What follows belongs to an exercise in optimizing a design on an open flow for small area, a short achievable clock period and few clock cycles per item; a production flow would make more cautious choices. Where RTL was checked, it was by simulation tests only, not by an equivalence proof against the original. No functional check of the RTL was part of runs 2 and 3.

## flow/design.v (module list and top-level ports; edited modules follow where they fit)
// module dec32: 3324 lines
module dec32 (
    input  wire        clk,
    input  wire        rst,
    input  wire        in_valid,
    output wire        in_ready,
    input  wire [31:0] in_value,
    output wire        out_valid,
    input  wire        out_ready,
    output wire [3:0]  out_len,
    output wire [87:0] out_str
);
  // ...
==> flow/flow/run.sh <==
#!/bin/bash
# The standard layout (the standard.sh, standard synthesis included), with
# ORFS's timing repair aimed at a setup slack of 6.85 ns instead of 0 so that
# it works toward a shorter achieved period. The clock period and the SDC are
# unchanged. Every port still gets its own buffer (a buf_2 rather than the
# default pick). standard.sh's full output goes to standard.log.
export SETUP_SLACK_MARGIN=6.85
export BUFFER_PORTS_ARGS="-buffer_cell sky130_fd_sc_hd__buf_2"
bash standard.sh > standard.log 2>&1
==> flow/standard.sh <==
#!/bin/bash
# synth_recipe.tcl (not shown) runs the flow's synth.tcl, then flattens the netlist and writes it again
# the make line also repeats each setting of config.mk as NAME=value (left out here)
make -C /OpenROAD-flow-scripts/flow DESIGN_CONFIG=/design/flow/config.mk WORK_HOME=/design/flow/orfs CLKGATE_MAP_FILE= SYNTH_SCRIPT=/design/flow/synth_recipe.tcl "${@:-finish}"
==> flow/config.mk <==
export PLATFORM = sky130hd
export DESIGN_NAME = dec32
export DESIGN_NICKNAME = dec32
export VERILOG_FILES = /design/flow/design.v
export SDC_FILE = /design/flow/constraint.sdc
export NUM_CORES = 4
export LEC_CHECK = 0
export ABC_AREA = 1
export CAP_MARGIN = 20
export CORE_MARGIN = 2
export CORE_UTILIZATION = 50
export CTS_CLUSTER_DIAMETER = 100
export CTS_CLUSTER_SIZE = 25
export SLEW_MARGIN = 20
==> flow/constraint.sdc <==
create_clock -name core_clock -period 10.0 [get_ports {clk}]
set_input_delay 2.0000 -clock core_clock [delete_from_list [all_inputs] [get_ports {clk}]]
set_output_delay 2.0000 -clock core_clock [all_outputs]
set_load 0.01 [all_outputs]
==> results.py, run 1 <==
metrics = {
    "critical_path": {
        "cpMaxStageDelayCell": "edfxtp_1",
        "worstReg2RegEnd": "o_pres[9]$_DFFE_PN_",
        "crit_chain": "buf_6",
        "worst-path-stages": 1,
    },
    "detailed_routing": {
        "ant_nets": 0,
        "num_vias": 19300,
        "wl_met1_um": 23400,
    },
    "sta": {
        "drv_slew": 0,
        "fin_worst_skew_ps": 39.0,
        "worst_pin_slew_ps": 915,
        "min_period_ps": 3160,
    },
    "synthesis": {
        "synth_compound_area_share_pct": 14.0,
        "ys_async_sr_fraction_pct": 0,
        "syn_inst": 3006,
        "synth_top_family_by_area": "simple AND/OR/NAND/NOR gates",
        "avgSynthCellArea_um2": 7.09,
        "yosys.cell_types.count": 66,
    },
    "status": {
        "status": "finished clean",
    },
    "die": {
        "dieArea_mm2": 0.0443,
    },
    "cells_and_area": {
        "diodes": 0,
        "final_common_cell": "nand2_1",
        "clock_buffers": 22,
        "nFlopsAndLatches": 312,
    },
    "global_route": {
        "grt_pass1_wl_um": 81700,
    },
    "min_path": {
        "min_path_type": "register to register",
    },
}
Testbench counts, summed over its fixed seeds: cycles 2,104, items 2,048.
==> run 2, diff against run 1 <==
--- a/flow/design.v
+++ b/flow/design.v
@@ -113,22 +113,22 @@
     wire d7_1_0 = a7_0[3];
     wire d7_1_1 = d6_1_0;
     wire d7_1_2 = d6_1_1;
     reg [24:0] r1_m;
     reg [6:0] r1_d;
     reg r1_n, r1_v;
     always @(posedge clk) if (adv) begin
         r1_m <= mag[24:0];
-        r1_d <= {d7_1_2, d7_1_1, d7_1_0, d7_0_3, d7_0_2, d7_0_1, d7_0_0};
+        r1_d <= ~{d7_1_2, d7_1_1, d7_1_0, d7_0_3, d7_0_2, d7_0_1, d7_0_0};
         r1_n <= neg0;
     end
     always @(posedge clk) if (rst) r1_v <= 1'b0; else if (adv) r1_v <= r0_v;
     reg [3:0] a8_0;
-    always @(*) case ({r1_d[3], r1_d[2], r1_d[1], r1_d[0]})
+    always @(*) case ({(~r1_d[3]), (~r1_d[2]), (~r1_d[1]), (~r1_d[0])})
         4'd0: a8_0 = 4'd0;
         4'd1: a8_0 = 4'd1;
         4'd2: a8_0 = 4'd2;
         4'd3: a8_0 = 4'd3;
         4'd4: a8_0 = 4'd4;
         4'd5: a8_0 = 4'd8;
         4'd6: a8_0 = 4'd9;
         4'd7: a8_0 = 4'd10;
@@ -137,17 +137,17 @@
         4'd10: a8_0 = 4'd11;
         4'd11: a8_0 = 4'd12;
         4'd12: a8_0 = 4'd11;
         4'd13: a8_0 = 4'd12;
         4'd14: a8_0 = 4'd11;
         4'd15: a8_0 = 4'd12;
     endcase
     reg [3:0] a8_1;
-    always @(*) case ({1'b0, r1_d[6], r1_d[5], r1_d[4]})
+    always @(*) case ({1'b0, (~r1_d[6]), (~r1_d[5]), (~r1_d[4])})
         4'd0: a8_1 = 4'd0;
         4'd1: a8_1 = 4'd1;
         4'd2: a8_1 = 4'd2;
         4'd3: a8_1 = 4'd3;
         4'd4: a8_1 = 4'd4;
         4'd5: a8_1 = 4'd8;
         4'd6: a8_1 = 4'd9;
         4'd7: a8_1 = 4'd10;
@@ -479,22 +479,22 @@
     wire d13_3_0 = a13_2[3];
     wire d13_3_1 = d12_3_0;
     wire d13_3_2 = d12_3_1;
     reg [18:0] r2_m;
     reg [14:0] r2_d;
     reg r2_n, r2_v;
     always @(posedge clk) if (adv) begin
         r2_m <= r1_m[18:0];
-        r2_d <= {d13_3_2, d13_3_1, d13_3_0, d13_2_3, d13_2_2, d13_2_1, d13_2_0, d13_1_3, d13_1_2, d13_1_1, d13_1_0, d13_0_3, d13_0_2, d13_0_1, d13_0_0};
+        r2_d <= ~{d13_3_2, d13_3_1, d13_3_0, d13_2_3, d13_2_2, d13_2_1, d13_2_0, d13_1_3, d13_1_2, d13_1_1, d13_1_0, d13_0_3, d13_0_2, d13_0_1, d13_0_0};
         r2_n <= r1_n;
     end
     always @(posedge clk) if (rst) r2_v <= 1'b0; else if (adv) r2_v <= r1_v;
     reg [3:0] a14_0;
-    always @(*) case ({r2_d[3], r2_d[2], r2_d[1], r2_d[0]})
+    always @(*) case ({(~r2_d[3]), (~r2_d[2]), (~r2_d[1]), (~r2_d[0])})
         4'd0: a14_0 = 4'd0;
         4'd1: a14_0 = 4'd1;
         4'd2: a14_0 = 4'd2;
         4'd3: a14_0 = 4'd3;
         4'd4: a14_0 = 4'd4;
         4'd5: a14_0 = 4'd8;
         4'd6: a14_0 = 4'd9;
         4'd7: a14_0 = 4'd10;
@@ -503,17 +503,17 @@
         4'd10: a14_0 = 4'd11;
         4'd11: a14_0 = 4'd12;
         4'd12: a14_0 = 4'd11;
         4'd13: a14_0 = 4'd12;
         4'd14: a14_0 = 4'd11;
         4'd15: a14_0 = 4'd12;
     endcase
     reg [3:0] a14_1;
-    always @(*) case ({r2_d[7], r2_d[6], r2_d[5], r2_d[4]})
+    always @(*) case ({(~r2_d[7]), (~r2_d[6]), (~r2_d[5]), (~r2_d[4])})
         4'd0: a14_1 = 4'd0;
         4'd1: a14_1 = 4'd1;
         4'd2: a14_1 = 4'd2;
         4'd3: a14_1 = 4'd3;
         4'd4: a14_1 = 4'd4;
         4'd5: a14_1 = 4'd8;
         4'd6: a14_1 = 4'd9;
         4'd7: a14_1 = 4'd10;
@@ -522,17 +522,17 @@
         4'd10: a14_1 = 4'd11;
         4'd11: a14_1 = 4'd12;
         4'd12: a14_1 = 4'd11;
         4'd13: a14_1 = 4'd12;
         4'd14: a14_1 = 4'd11;
         4'd15: a14_1 = 4'd12;
     endcase
     reg [3:0] a14_2;
-    always @(*) case ({r2_d[11], r2_d[10], r2_d[9], r2_d[8]})
+    always @(*) case ({(~r2_d[11]), (~r2_d[10]), (~r2_d[9]), (~r2_d[8])})
         4'd0: a14_2 = 4'd0;
         4'd1: a14_2 = 4'd1;
         4'd2: a14_2 = 4'd2;
         4'd3: a14_2 = 4'd3;
         4'd4: a14_2 = 4'd4;
         4'd5: a14_2 = 4'd8;
         4'd6: a14_2 = 4'd9;
         4'd7: a14_2 = 4'd10;
@@ -553,19 +553,19 @@
     wire d14_1_1 = a14_1[0];
     wire d14_1_2 = a14_1[1];
     wire d14_1_3 = a14_1[2];
     wire d14_2_0 = a14_1[3];
     wire d14_2_1 = a14_2[0];
     wire d14_2_2 = a14_2[1];
     wire d14_2_3 = a14_2[2];
     wire d14_3_0 = a14_2[3];
-    wire d14_3_1 = r2_d[12];
-    wire d14_3_2 = r2_d[13];
-    wire d14_3_3 = r2_d[14];
+    wire d14_3_1 = (~r2_d[12]);
+    wire d14_3_2 = (~r2_d[13]);
+    wire d14_3_3 = (~r2_d[14]);
     reg [3:0] a15_0;
     always @(*) case ({d14_0_3, d14_0_2, d14_0_1, d14_0_0})
         4'd0: a15_0 = 4'd0;
         4'd1: a15_0 = 4'd1;
         4'd2: a15_0 = 4'd2;
         4'd3: a15_0 = 4'd3;
         4'd4: a15_0 = 4'd4;
         4'd5: a15_0 = 4'd8;
@@ -1194,22 +1194,22 @@
     wire d20_5_0 = a20_4[3];
     wire d20_5_1 = d19_5_0;
     wire d20_5_2 = d19_5_1;
     reg [11:0] r3_m;
     reg [22:0] r3_d;
     reg r3_n, r3_v;
     always @(posedge clk) if (adv) begin
         r3_m <= r2_m[11:0];
-        r3_d <= {d20_5_2, d20_5_1, d20_5_0, d20_4_3, d20_4_2, d20_4_1, d20_4_0, d20_3_3, d20_3_2, d20_3_1, d20_3_0, d20_2_3, d20_2_2, d20_2_1, d20_2_0, d20_1_3, d20_1_2, d20_1_1, d20_1_0, d20_0_3, d20_0_2, d20_0_1, d20_0_0};
+        r3_d <= ~{d20_5_2, d20_5_1, d20_5_0, d20_4_3, d20_4_2, d20_4_1, d20_4_0, d20_3_3, d20_3_2, d20_3_1, d20_3_0, d20_2_3, d20_2_2, d20_2_1, d20_2_0, d20_1_3, d20_1_2, d20_1_1, d20_1_0, d20_0_3, d20_0_2, d20_0_1, d20_0_0};
         r3_n <= r2_n;
     end
     always @(posedge clk) if (rst) r3_v <= 1'b0; else if (adv) r3_v <= r2_v;
     reg [3:0] a21_0;
-    always @(*) case ({r3_d[3], r3_d[2], r3_d[1], r3_d[0]})
+    always @(*) case ({(~r3_d[3]), (~r3_d[2]), (~r3_d[1]), (~r3_d[0])})
         4'd0: a21_0 = 4'd0;
         4'd1: a21_0 = 4'd1;
         4'd2: a21_0 = 4'd2;
         4'd3: a21_0 = 4'd3;
         4'd4: a21_0 = 4'd4;
         4'd5: a21_0 = 4'd8;
         4'd6: a21_0 = 4'd9;
         4'd7: a21_0 = 4'd10;
@@ -1218,17 +1218,17 @@
         4'd10: a21_0 = 4'd11;
         4'd11: a21_0 = 4'd12;
         4'd12: a21_0 = 4'd11;
         4'd13: a21_0 = 4'd12;
         4'd14: a21_0 = 4'd11;
         4'd15: a21_0 = 4'd12;
     endcase
     reg [3:0] a21_1;
-    always @(*) case ({r3_d[7], r3_d[6], r3_d[5], r3_d[4]})
+    always @(*) case ({(~r3_d[7]), (~r3_d[6]), (~r3_d[5]), (~r3_d[4])})
         4'd0: a21_1 = 4'd0;
         4'd1: a21_1 = 4'd1;
         4'd2: a21_1 = 4'd2;
         4'd3: a21_1 = 4'd3;
         4'd4: a21_1 = 4'd4;
         4'd5: a21_1 = 4'd8;
         4'd6: a21_1 = 4'd9;
         4'd7: a21_1 = 4'd10;
@@ -1237,17 +1237,17 @@
         4'd10: a21_1 = 4'd11;
         4'd11: a21_1 = 4'd12;
         4'd12: a21_1 = 4'd11;
         4'd13: a21_1 = 4'd12;
         4'd14: a21_1 = 4'd11;
         4'd15: a21_1 = 4'd12;
     endcase
     reg [3:0] a21_2;
-    always @(*) case ({r3_d[11], r3_d[10], r3_d[9], r3_d[8]})
+    always @(*) case ({(~r3_d[11]), (~r3_d[10]), (~r3_d[9]), (~r3_d[8])})
         4'd0: a21_2 = 4'd0;
         4'd1: a21_2 = 4'd1;
         4'd2: a21_2 = 4'd2;
         4'd3: a21_2 = 4'd3;
         4'd4: a21_2 = 4'd4;
         4'd5: a21_2 = 4'd8;
         4'd6: a21_2 = 4'd9;
         4'd7: a21_2 = 4'd10;
@@ -1256,17 +1256,17 @@
         4'd10: a21_2 = 4'd11;
         4'd11: a21_2 = 4'd12;
         4'd12: a21_2 = 4'd11;
         4'd13: a21_2 = 4'd12;
         4'd14: a21_2 = 4'd11;
         4'd15: a21_2 = 4'd12;
     endcase
     reg [3:0] a21_3;
-    always @(*) case ({r3_d[15], r3_d[14], r3_d[13], r3_d[12]})
+    always @(*) case ({(~r3_d[15]), (~r3_d[14]), (~r3_d[13]), (~r3_d[12])})
         4'd0: a21_3 = 4'd0;
         4'd1: a21_3 = 4'd1;
         4'd2: a21_3 = 4'd2;
         4'd3: a21_3 = 4'd3;
         4'd4: a21_3 = 4'd4;
         4'd5: a21_3 = 4'd8;
         4'd6: a21_3 = 4'd9;
         4'd7: a21_3 = 4'd10;
@@ -1275,17 +1275,17 @@
         4'd10: a21_3 = 4'd11;
         4'd11: a21_3 = 4'd12;
         4'd12: a21_3 = 4'd11;
         4'd13: a21_3 = 4'd12;
         4'd14: a21_3 = 4'd11;
         4'd15: a21_3 = 4'd12;
     endcase
     reg [3:0] a21_4;
-    always @(*) case ({r3_d[19], r3_d[18], r3_d[17], r3_d[16]})
+    always @(*) case ({(~r3_d[19]), (~r3_d[18]), (~r3_d[17]), (~r3_d[16])})
         4'd0: a21_4 = 4'd0;
         4'd1: a21_4 = 4'd1;
         4'd2: a21_4 = 4'd2;
         4'd3: a21_4 = 4'd3;
         4'd4: a21_4 = 4'd4;
         4'd5: a21_4 = 4'd8;
         4'd6: a21_4 = 4'd9;
         4'd7: a21_4 = 4'd10;
@@ -1294,17 +1294,17 @@
         4'd10: a21_4 = 4'd11;
         4'd11: a21_4 = 4'd12;
         4'd12: a21_4 = 4'd11;
         4'd13: a21_4 = 4'd12;
         4'd14: a21_4 = 4'd11;
         4'd15: a21_4 = 4'd12;
     endcase
     reg [3:0] a21_5;
-    always @(*) case ({1'b0, r3_d[22], r3_d[21], r3_d[20]})
+    always @(*) case ({1'b0, (~r3_d[22]), (~r3_d[21]), (~r3_d[20])})
         4'd0: a21_5 = 4'd0;
         4'd1: a21_5 = 4'd1;
         4'd2: a21_5 = 4'd2;
         4'd3: a21_5 = 4'd3;
         4'd4: a21_5 = 4'd4;
         4'd5: a21_5 = 4'd8;
         4'd6: a21_5 = 4'd9;
         4'd7: a21_5 = 4'd10;
@@ -2090,22 +2090,22 @@
     wire d26_6_3 = a26_6[2];
     wire d26_7_0 = a26_6[3];
     wire d26_7_1 = d25_7_0;
     reg [5:0] r4_m;
     reg [29:0] r4_d;
     reg r4_n, r4_v;
     always @(posedge clk) if (adv) begin
         r4_m <= r3_m[5:0];
-        r4_d <= {d26_7_1, d26_7_0, d26_6_3, d26_6_2, d26_6_1, d26_6_0, d26_5_3, d26_5_2, d26_5_1, d26_5_0, d26_4_3, d26_4_2, d26_4_1, d26_4_0, d26_3_3, d26_3_2, d26_3_1, d26_3_0, d26_2_3, d26_2_2, d26_2_1, d26_2_0, d26_1_3, d26_1_2, d26_1_1, d26_1_0, d26_0_3, d26_0_2, d26_0_1, d26_0_0};
+        r4_d <= ~{d26_7_1, d26_7_0, d26_6_3, d26_6_2, d26_6_1, d26_6_0, d26_5_3, d26_5_2, d26_5_1, d26_5_0, d26_4_3, d26_4_2, d26_4_1, d26_4_0, d26_3_3, d26_3_2, d26_3_1, d26_3_0, d26_2_3, d26_2_2, d26_2_1, d26_2_0, d26_1_3, d26_1_2, d26_1_1, d26_1_0, d26_0_3, d26_0_2, d26_0_1, d26_0_0};
         r4_n <= r3_n;
     end
     always @(posedge clk) if (rst) r4_v <= 1'b0; else if (adv) r4_v <= r3_v;
     reg [3:0] a27_0;
-    always @(*) case ({r4_d[3], r4_d[2], r4_d[1], r4_d[0]})
+    always @(*) case ({(~r4_d[3]), (~r4_d[2]), (~r4_d[1]), (~r4_d[0])})
         4'd0: a27_0 = 4'd0;
         4'd1: a27_0 = 4'd1;
         4'd2: a27_0 = 4'd2;
         4'd3: a27_0 = 4'd3;
         4'd4: a27_0 = 4'd4;
         4'd5: a27_0 = 4'd8;
         4'd6: a27_0 = 4'd9;
         4'd7: a27_0 = 4'd10;
@@ -2114,17 +2114,17 @@
         4'd10: a27_0 = 4'd11;
         4'd11: a27_0 = 4'd12;
         4'd12: a27_0 = 4'd11;
         4'd13: a27_0 = 4'd12;
         4'd14: a27_0 = 4'd11;
         4'd15: a27_0 = 4'd12;
     endcase
     reg [3:0] a27_1;
-    always @(*) case ({r4_d[7], r4_d[6], r4_d[5], r4_d[4]})
+    always @(*) case ({(~r4_d[7]), (~r4_d[6]), (~r4_d[5]), (~r4_d[4])})
         4'd0: a27_1 = 4'd0;
         4'd1: a27_1 = 4'd1;
         4'd2: a27_1 = 4'd2;
         4'd3: a27_1 = 4'd3;
         4'd4: a27_1 = 4'd4;
         4'd5: a27_1 = 4'd8;
         4'd6: a27_1 = 4'd9;
         4'd7: a27_1 = 4'd10;
@@ -2133,17 +2133,17 @@
         4'd10: a27_1 = 4'd11;
         4'd11: a27_1 = 4'd12;
         4'd12: a27_1 = 4'd11;
         4'd13: a27_1 = 4'd12;
         4'd14: a27_1 = 4'd11;
         4'd15: a27_1 = 4'd12;
     endcase
     reg [3:0] a27_2;
-    always @(*) case ({r4_d[11], r4_d[10], r4_d[9], r4_d[8]})
+    always @(*) case ({(~r4_d[11]), (~r4_d[10]), (~r4_d[9]), (~r4_d[8])})
         4'd0: a27_2 = 4'd0;
         4'd1: a27_2 = 4'd1;
         4'd2: a27_2 = 4'd2;
         4'd3: a27_2 = 4'd3;
         4'd4: a27_2 = 4'd4;
         4'd5: a27_2 = 4'd8;
         4'd6: a27_2 = 4'd9;
         4'd7: a27_2 = 4'd10;
@@ -2152,17 +2152,17 @@
         4'd10: a27_2 = 4'd11;
         4'd11: a27_2 = 4'd12;
         4'd12: a27_2 = 4'd11;
         4'd13: a27_2 = 4'd12;
         4'd14: a27_2 = 4'd11;
         4'd15: a27_2 = 4'd12;
     endcase
     reg [3:0] a27_3;
-    always @(*) case ({r4_d[15], r4_d[14], r4_d[13], r4_d[12]})
+    always @(*) case ({(~r4_d[15]), (~r4_d[14]), (~r4_d[13]), (~r4_d[12])})
         4'd0: a27_3 = 4'd0;
         4'd1: a27_3 = 4'd1;
         4'd2: a27_3 = 4'd2;
         4'd3: a27_3 = 4'd3;
         4'd4: a27_3 = 4'd4;
         4'd5: a27_3 = 4'd8;
         4'd6: a27_3 = 4'd9;
         4'd7: a27_3 = 4'd10;
@@ -2171,17 +2171,17 @@
         4'd10: a27_3 = 4'd11;
         4'd11: a27_3 = 4'd12;
         4'd12: a27_3 = 4'd11;
         4'd13: a27_3 = 4'd12;
         4'd14: a27_3 = 4'd11;
         4'd15: a27_3 = 4'd12;
     endcase
     reg [3:0] a27_4;
-    always @(*) case ({r4_d[19], r4_d[18], r4_d[17], r4_d[16]})
+    always @(*) case ({(~r4_d[19]), (~r4_d[18]), (~r4_d[17]), (~r4_d[16])})
         4'd0: a27_4 = 4'd0;
         4'd1: a27_4 = 4'd1;
         4'd2: a27_4 = 4'd2;
         4'd3: a27_4 = 4'd3;
         4'd4: a27_4 = 4'd4;
         4'd5: a27_4 = 4'd8;
         4'd6: a27_4 = 4'd9;
         4'd7: a27_4 = 4'd10;
@@ -2190,17 +2190,17 @@
         4'd10: a27_4 = 4'd11;
         4'd11: a27_4 = 4'd12;
         4'd12: a27_4 = 4'd11;
         4'd13: a27_4 = 4'd12;
         4'd14: a27_4 = 4'd11;
         4'd15: a27_4 = 4'd12;
     endcase
     reg [3:0] a27_5;
-    always @(*) case ({r4_d[23], r4_d[22], r4_d[21], r4_d[20]})
+    always @(*) case ({(~r4_d[23]), (~r4_d[22]), (~r4_d[21]), (~r4_d[20])})
         4'd0: a27_5 = 4'd0;
         4'd1: a27_5 = 4'd1;
         4'd2: a27_5 = 4'd2;
         4'd3: a27_5 = 4'd3;
         4'd4: a27_5 = 4'd4;
         4'd5: a27_5 = 4'd8;
         4'd6: a27_5 = 4'd9;
         4'd7: a27_5 = 4'd10;
@@ -2209,17 +2209,17 @@
         4'd10: a27_5 = 4'd11;
         4'd11: a27_5 = 4'd12;
         4'd12: a27_5 = 4'd11;
         4'd13: a27_5 = 4'd12;
         4'd14: a27_5 = 4'd11;
         4'd15: a27_5 = 4'd12;
     endcase
     reg [3:0] a27_6;
-    always @(*) case ({r4_d[27], r4_d[26], r4_d[25], r4_d[24]})
+    always @(*) case ({(~r4_d[27]), (~r4_d[26]), (~r4_d[25]), (~r4_d[24])})
         4'd0: a27_6 = 4'd0;
         4'd1: a27_6 = 4'd1;
         4'd2: a27_6 = 4'd2;
         4'd3: a27_6 = 4'd3;
         4'd4: a27_6 = 4'd4;
         4'd5: a27_6 = 4'd8;
         4'd6: a27_6 = 4'd9;
         4'd7: a27_6 = 4'd10;
@@ -2256,18 +2256,18 @@
     wire d27_5_1 = a27_5[0];
     wire d27_5_2 = a27_5[1];
     wire d27_5_3 = a27_5[2];
     wire d27_6_0 = a27_5[3];
     wire d27_6_1 = a27_6[0];
     wire d27_6_2 = a27_6[1];
     wire d27_6_3 = a27_6[2];
     wire d27_7_0 = a27_6[3];
-    wire d27_7_1 = r4_d[28];
-    wire d27_7_2 = r4_d[29];
+    wire d27_7_1 = (~r4_d[28]);
+    wire d27_7_2 = (~r4_d[29]);
     reg [3:0] a28_0;
     always @(*) case ({d27_0_3, d27_0_2, d27_0_1, d27_0_0})
         4'd0: a28_0 = 4'd0;
         4'd1: a28_0 = 4'd1;
         4'd2: a28_0 = 4'd2;
         4'd3: a28_0 = 4'd3;
         4'd4: a28_0 = 4'd4;
         4'd5: a28_0 = 4'd8;
==> flow/config.mk (replaced) <==
export PLATFORM = sky130hd
export DESIGN_NAME = dec32
export DESIGN_NICKNAME = dec32
export VERILOG_FILES = /design/flow/design.v
export SDC_FILE = /design/flow/constraint.sdc
export NUM_CORES = 4
export LEC_CHECK = 0
export ABC_AREA = 1
export CAP_MARGIN = 20
export CORE_MARGIN = 2
export CORE_UTILIZATION = 62
export CTS_CLUSTER_DIAMETER = 100
export CTS_CLUSTER_SIZE = 25
export SLEW_MARGIN = 20
==> results.py, run 2 <==
metrics = {
    "detailed_routing": {
        "routedWlPerCell_um": 13.5,
        "drt_iter0_drc": 1209,
        "drc": 0,
        "viasPerCell": 5.36,
        "drt_wl_total_um": 49300,
        "ant_nets": 0,
        "num_vias": 19600,
        "first_pass_iters": 5,
    },
    "critical_path": {
        "critical_path_class": "register to register",
        "endpoint_kind": "register",
        "crit_buf_inv": 5,
        "cpMaxStageDelayCell": "o41ai_2",
        "crit_fanout": 13,
        "cp-start-kind": "register",
        "crit_chain": "nor2_1 -> nand3_1 -> inv_2 -> nand2_4 -> nor2_4 -> inv_2 -> nor3_4 -> o221ai_2 -> nand2_2 -> buf_12 -> clkinvlp_4 -> buf_4 -> ha_1 -> o41ai_2",
        "cp_data_required_time_ps": 10280,
        "critPathMostFrequentCell": "inv_2",
        "slowest_delay_ps": 480,
        "crit_arrival_ps": 3480,
        "cp_top_family": "simple AND/OR/NAND/NOR gates",
    },
    "synthesis": {
        "yosys.cell_types.count": 57,
        "ys_async_sr_fraction_pct": 0,
        "yosysTopAreaCell": "edfxtp_1",
        "synth_edf_count": 271,
        "synthFlopType": "edfxtp_1",
        "syn_inst": 3046,
        "ys_seq_area_share_pct": 41.8,
        "ys_top_cells_by_count": "1,001 x nand2_1, 428 x inv_1, 322 x nor2_1, 271 x edfxtp_1, 177 x nand3_1",
        "yosysWarningCount": 1,
        "synthTopCellsByArea": "edfxtp_1 38%, nand2_1 18%, inv_1 7.5%, nor2_1 5.6%, nand3_1 4.1%",
        "synth.most_common_cell": "nand2_1",
        "avgSynthCellArea_um2": 7.04,
        "synthesis.area_mm2": 0.0215,
        "synth_top_area_share_pct": 37.9,
        "ys_ff_latch": 312,
    },
    "cts": {
        "clkTransAtPathRegs_ps": 100,
        "clock_latency_ps": 540,
        "ctsHoldBuffers": 0,
        "cts_tree": "done",
        "clock_path_buffers": 3,
        "h-tree-depth": 1,
        "clock-sinks": 312,
        "cts-root-buf": "clkbuf_16",
        "cts-buffers-inserted": 16,
    },
    "min_path": {
        "min_path_type": "register to register",
    },
    "cells_and_area": {
        "final_nets": 3252,
        "final_util_pct": 70.5,
        "final_cells": 3664,
        "fin_area_mm2": 0.0242,
        "largest_reg_flops": 44,
        "register_area_mm2": 0.00896,
        "top_register": "o_nib",
        "drive_gt1_share_pct": 15.8,
        "final_cell_mix": "970 x nand2_1, 417 x inv_1, 289 x nor2_1",
        "top_regs": "o_nib (44), rl_d (38)",
        "fill_cells": 2745,
        "final_common_cell": "nand2_1",
        "diodes": 0,
        "area_delta_synth_final_pct": 12.7,
        "multi_input_area_mm2": 0.0111,
    },
    "sta": {
        "rsz0062_at_grt": "yes",
        "fin_worst_skew_ps": 38.3,
        "period_share_pct": 32.0,
        "drv_slew": 0,
        "worst_pin_slew_ps": 962,
        "fin_tns_setup_ps": 0,
        "hold_viol_final": 0,
        "relSlewSlack_pct": 35.8,
        "min_period_ps": 3200,
        "max_clock_freq_mhz": 312,
        "setup_viol": 0,
    },
    "die": {
        "initial_core_util_pct": 62.6,
        "die_h_um": 190,
        "rows": 68,
        "ioPinCount": 130,
        "dieArea_mm2": 0.0361,
        "coreArea_mm2": 0.0343,
        "die_w_um": 190,
    },
    "global_route": {
        "grt_pass1_wl_um": 78400,
        "antenna_found_initial": 0,
        "overflow": 0,
        "grt_pass1_vias": 17900,
        "grt.total_usage_pct": 25.7,
        "grt_max_degree": 77,
    },
    "place": {
        "port-buffer-count": 106,
        "hpwl_um": 35100,
        "place_area_mm2": 0.0223,
        "dp_cells": 3570,
        "gp_congestion": 0.871,
    },
    "status": {
        "status": "finished clean",
    },
    "job": {
        "maxCapViolCount": 0,
    },
}
run 2: changes by cell type after synthesis, moves of 17 or more:
cell	change
inv_1	+47
o21ai_1	-17
inv_2	-38
nand3_1	-25
o21ai_0	+18
a21oi_2	-21
run 2: cells by family (layout without fill, tap and decap cells):
| group | Yosys count | in the layout | share of synthesized area, % |
|---|---|---|---|
| compound gates | 498 | 498 | 13.9 |
| xor+xnor | 33 | 33 | 1.35 |
| fa+ha+maj | 17 | 17 | 0.991 |
| buf+inv | 530 | 672 | 9.99 |
| flops | 312 | 312 | 41.8 |
| mux | 3 | 3 | 0.140 |
| other cells | 2 | 23 | 0.0350 |
| simple gates | 1651 | 1651 | 31.9 |
run 2: worst register-to-register path: stages, from the launching register on:
cell and delay, ps:
edfxtp_1 420, nor2_1 120, nand3_1 120, inv_2 100, nand2_4 60, nor2_4 130, inv_2 80, nor3_4 270
o221ai_2 140, nand2_2 140, buf_12 170, clkinvlp_4 210, buf_4 210, ha_1 320, o41ai_2 480
run 2: area by class of cell:
cell class                 instances  area share, %
clock buffer                      26           1.94
clock inverter                     2          0.103
inverter                         464           7.40
multi-input combinational       2225           45.8
sequential                       312           37.0
tap                              455           2.35
timing repair buffer             177           5.21
timing repair inverter             3          0.119
run 2: per-layer routing:
metal,GRT usage (%),wire (um)
met5,0,0
met4,6.20,1150
met3,2.43,1850
met2,48.9,25200
met1,31.2,21100
run 2: metrics by stage:
| stage | hold WS (ps) | worst slack (ps) |
|---|---|---|
| floorplan | 400 | 6730 |
| global placement | 401 | 5460 |
| detailed placement | 406 | 5400 |
| CTS | 431 | 6810 |
| global route | 431 | 6690 |
| finish | 423 | 6800 |
run 2: final timing paths:
path / start / endpoint / slack (ps) / depth (start not counted)
setup / recovery: rl_d[33]$_DFFE_PN_ / o_pres[2]$_DFFE_PN_ / 6800 / 14
hold reg to reg: r1_m[15]$_DFFE_PN_ / r2_m[15]$_DFFE_PN_ / 420 / 0
hold / removal: r1_m[15]$_DFFE_PN_ / r2_m[15]$_DFFE_PN_ / 420 / 0
setup reg to reg: rl_d[33]$_DFFE_PN_ / o_pres[2]$_DFFE_PN_ / 6800 / 14
run 2: timing repair:
action	CTS	global route
pin swaps	1	47
gates cloned	3	6
endpoints found under the setup margin	209	203
buffers inserted	5	52
gates resized for setup	27	207
==> run 3, diff against run 2 <==
--- a/flow/config.mk
+++ b/flow/config.mk
@@ -9,5 +9,5 @@
 export CAP_MARGIN = 20
 export CORE_MARGIN = 2
-export CORE_UTILIZATION = 62
+export CORE_UTILIZATION = 50
 export CTS_CLUSTER_DIAMETER = 100
 export CTS_CLUSTER_SIZE = 25
==> results.py, run 3 <==
metrics = {
    "status": {
        "status": "finished clean",
    },
    "place": {
        "post-place-ws_ps": 5620,
        "port-buffer-count": 106,
        "gp_congestion": 0.882,
        "hpwl_um": 37700,
    },
    "detailed_routing": {
        "routedWlPerCell_um": 13.8,
        "num_vias": 19400,
        "drt_iter0_drc": 1005,
        "drc": 0,
        "first_pass_iters": 6,
        "ant_nets": 0,
        "drt_wl_total_um": 51400,
        "viasPerCell": 5.19,
    },
    "global_route": {
        "grt_max_degree": 101,
        "overflow": 0,
        "grt_pass1_wl_um": 83700,
        "grt.total_usage_pct": 22.7,
        "antenna_found_initial": 0,
        "grt_pass1_vias": 18100,
    },
    "sta": {
        "fin_tns_setup_ps": 0,
        "fin_worst_skew_ps": 19.4,
        "period_share_pct": 31.7,
        "rsz0062_at_grt": "yes",
        "worst_pin_slew_ps": 714,
        "min_period_ps": 3170,
        "hold_viol_final": 0,
        "setup_viol": 0,
        "relSlewSlack_pct": 52.4,
        "drv_slew": 0,
        "fin_ws_ps": 6830,
        "max_clock_freq_mhz": 315,
    },
    "synthesis": {
        "yosysWarningCount": 1,
        "synth-xor-area-share_pct": 1.35,
        "ys_ff_latch": 312,
        "muxShareOfSynthArea_pct": 0.140,
        "yosysTopAreaCell": "edfxtp_1",
        "synthTopCellsByArea": "edfxtp_1 38%, nand2_1 18%, inv_1 7.5%, nor2_1 5.6%, nand3_1 4.1%",
        "syn_inst": 3046,
        "ys_seq_area_share_pct": 41.8,
        "synth_top_area_share_pct": 37.9,
        "synth.most_common_cell": "nand2_1",
        "yosys.cell_types.count": 57,
        "synthFlopType": "edfxtp_1",
        "yosys.area_share.simple_pct": 31.9,
        "avgSynthCellArea_um2": 7.04,
        "synth_edf_count": 271,
        "synth_compound_area_share_pct": 13.9,
        "synth_top_family_by_area": "simple AND/OR/NAND/NOR gates",
        "synthesis.area_mm2": 0.0215,
        "synth-adder-area-share_pct": 0.991,
        "ys_top_cells_by_count": "1,001 x nand2_1, 428 x inv_1, 322 x nor2_1, 271 x edfxtp_1, 177 x nand3_1",
        "ys_async_sr_fraction_pct": 0,
    },
    "critical_path": {
        "crit_chain": "inv_1 -> buf_2",
        "critical_path_class": "register to primary output",
        "slowest_delay_ps": 440,
        "cp_data_required_time_ps": 8000,
        "endpoint_kind": "primary output",
        "crit_fanout": 1,
        "r2r_cells": 16,
        "cp-start-kind": "register",
        "cpMaxStageDelayCell": "edfxtp_1",
        "crit_arrival_ps": 1170,
    },
    "min_path": {
        "hold_depth": 0,
        "min_path_type": "register to register",
    },
    "cts": {
        "clock-sinks": 312,
        "clkTransAtPathRegs_ps": 100,
        "cts_tree": "done",
        "h-tree-depth": 1,
        "clock_latency_ps": 530,
        "clock_path_buffers": 3,
        "cts-root-buf": "clkbuf_16",
        "cts-buffers-inserted": 17,
    },
    "die": {
        "coreArea_mm2": 0.0421,
        "dieArea_mm2": 0.0446,
        "rows": 75,
        "die_w_um": 211,
        "die_h_um": 211,
        "initial_core_util_pct": 50.9,
        "ioPinCount": 130,
    },
    "cells_and_area": {
        "top_regs": "o_nib (44), rl_d (38)",
        "diodes": 0,
        "largest_reg_flops": 44,
        "final_cell_mix": "973 x nand2_1, 418 x inv_1, 292 x nor2_1",
        "final_common_cell": "nand2_1",
        "top_register": "o_nib",
        "fill_cells": 3917,
        "area_delta_synth_final_pct": 12.4,
        "final_nets": 3233,
        "drive_gt1_share_pct": 15.1,
    },
    "job": {
        "maxCapViolCount": 0,
    },
}
==> run 3: layer usage <==
| metal | part of all wire [%] | vias up | wire, um | track usage, % |
|---|---|---|---|---|
| met1 | 44 | 8917 | 22800 | 28.6 |
| met3 | 3.4 | 48 | 1760 | 1.96 |
| met5 | 0 | - | 0 | 0 |
| met4 | 2.0 | 0 | 1030 | 4.57 |
| met2 | 50 | 308 | 25900 | 42.5 |
| li1 | - | 10100 | - | - |
==> run 3: repair_timing <==
item,4_1_cts,5_1_grt
endpoints found under the setup margin,153,125
pin swaps,3,39
gates cloned,5,2
resized for setup,41,181
buffers inserted,6,33
hold buffers,0,0
==> run 3: cell type report <==
| type | instances | area (um2) | share of cell area (%) |
|---|---|---|---|
| well taps | 539 | 674 | 2.80 |
| multi-input cells | 2225 | 11100 | 46.0 |
| inverters | 464 | 1790 | 7.44 |
| clock buffers | 24 | 462 | 1.91 |
| clock inverters | 5 | 42.5 | 0.176 |
| repair buffers | 158 | 1080 | 4.46 |
| flip-flops and latches | 312 | 8960 | 37.2 |
| repair inverters | 2 | 23.8 | 0.0986 |
==> run 3: final timing paths <==
kind                      start            endpoint  slack, ps
max             o_neg$_DFFE_PN_          out_str[4]       6830
min          r1_m[17]$_DFFE_PN_  r2_m[17]$_DFFE_PN_        410
max reg2reg  rl_d[33]$_DFFE_PN_  o_nib[6]$_DFFE_PN_       6940
min reg2reg  r1_m[17]$_DFFE_PN_  r2_m[17]$_DFFE_PN_        410
==> run 3: cells by family (layout without fill, tap and decap cells) <==
logic type	count (synthesis)	count (layout)
compound gates	498	498
xor+xnor	33	33
fa+ha+maj	17	17
buf+inv	530	653
flops	312	312
mux	3	3
other cells	2	23
simple gates	1651	1651
==> run 3: per-stage QoR <==
stage | hold WS (ps) | utilization (%) | cells | area, um2
floorplan | 400 | - | 3067 | 21600
global placement | 401 | 53.2 | 3654 | 22400
detailed placement | 405 | 53.2 | 3654 | 22400
CTS | 410 | 55.1 | 3694 | 23200
global route | 419 | 57.2 | 3729 | 24100
finish | 411 | 57.2 | 3729 | 24100
==> run 3: critical path: cells and delay by family (launching register included) <==
kind / cells / cell delay [ps]
buf+inv: 2 / 200
flops: 1 / 440

## port drivers added, routing unchanged
How much do the figures lean on ideal ports? The routed layouts below were timed once more, with nothing changed but the port constraints.
Step 1 sets driving cells, clkbuf_16 on the clock port and buf_2 on the other inputs (assumed; they add their load-dependent delay and slew).
Step 2 adds t to the input delays and takes it off the output delays; t is the mean of the earliest and latest rising clock arrival at the registers after step 1. Input paths then give back, and output paths get back, about the clock's delay inside the block.
a / b / c = no drivers / after step 1 / after step 2; a / b = the first two.
| run | t (ns) | slack for setup (ns) | worst setup path at the end | clock arrival spread, ns | cell pins on the clock port's net |
|---|---|---|---|---|---|
| run 1 | 0.587 | 6.844 / 6.787 / 6.453 | input to register | 0.039 / 0.039 | 1 |
| run 2 | 0.570 | 6.797 / 6.797 / 6.407 | input to register | 0.040 / 0.040 | 1 |
| run 3 | 0.579 | 6.829 / 6.773 / 6.502 | input to register | 0.019 / 0.019 | 1 |
After both steps setup and hold are still met in every run listed. The setup slack of run 1, which loses most, moves by -0.057 ns with the drivers and by -0.391 ns with both steps.
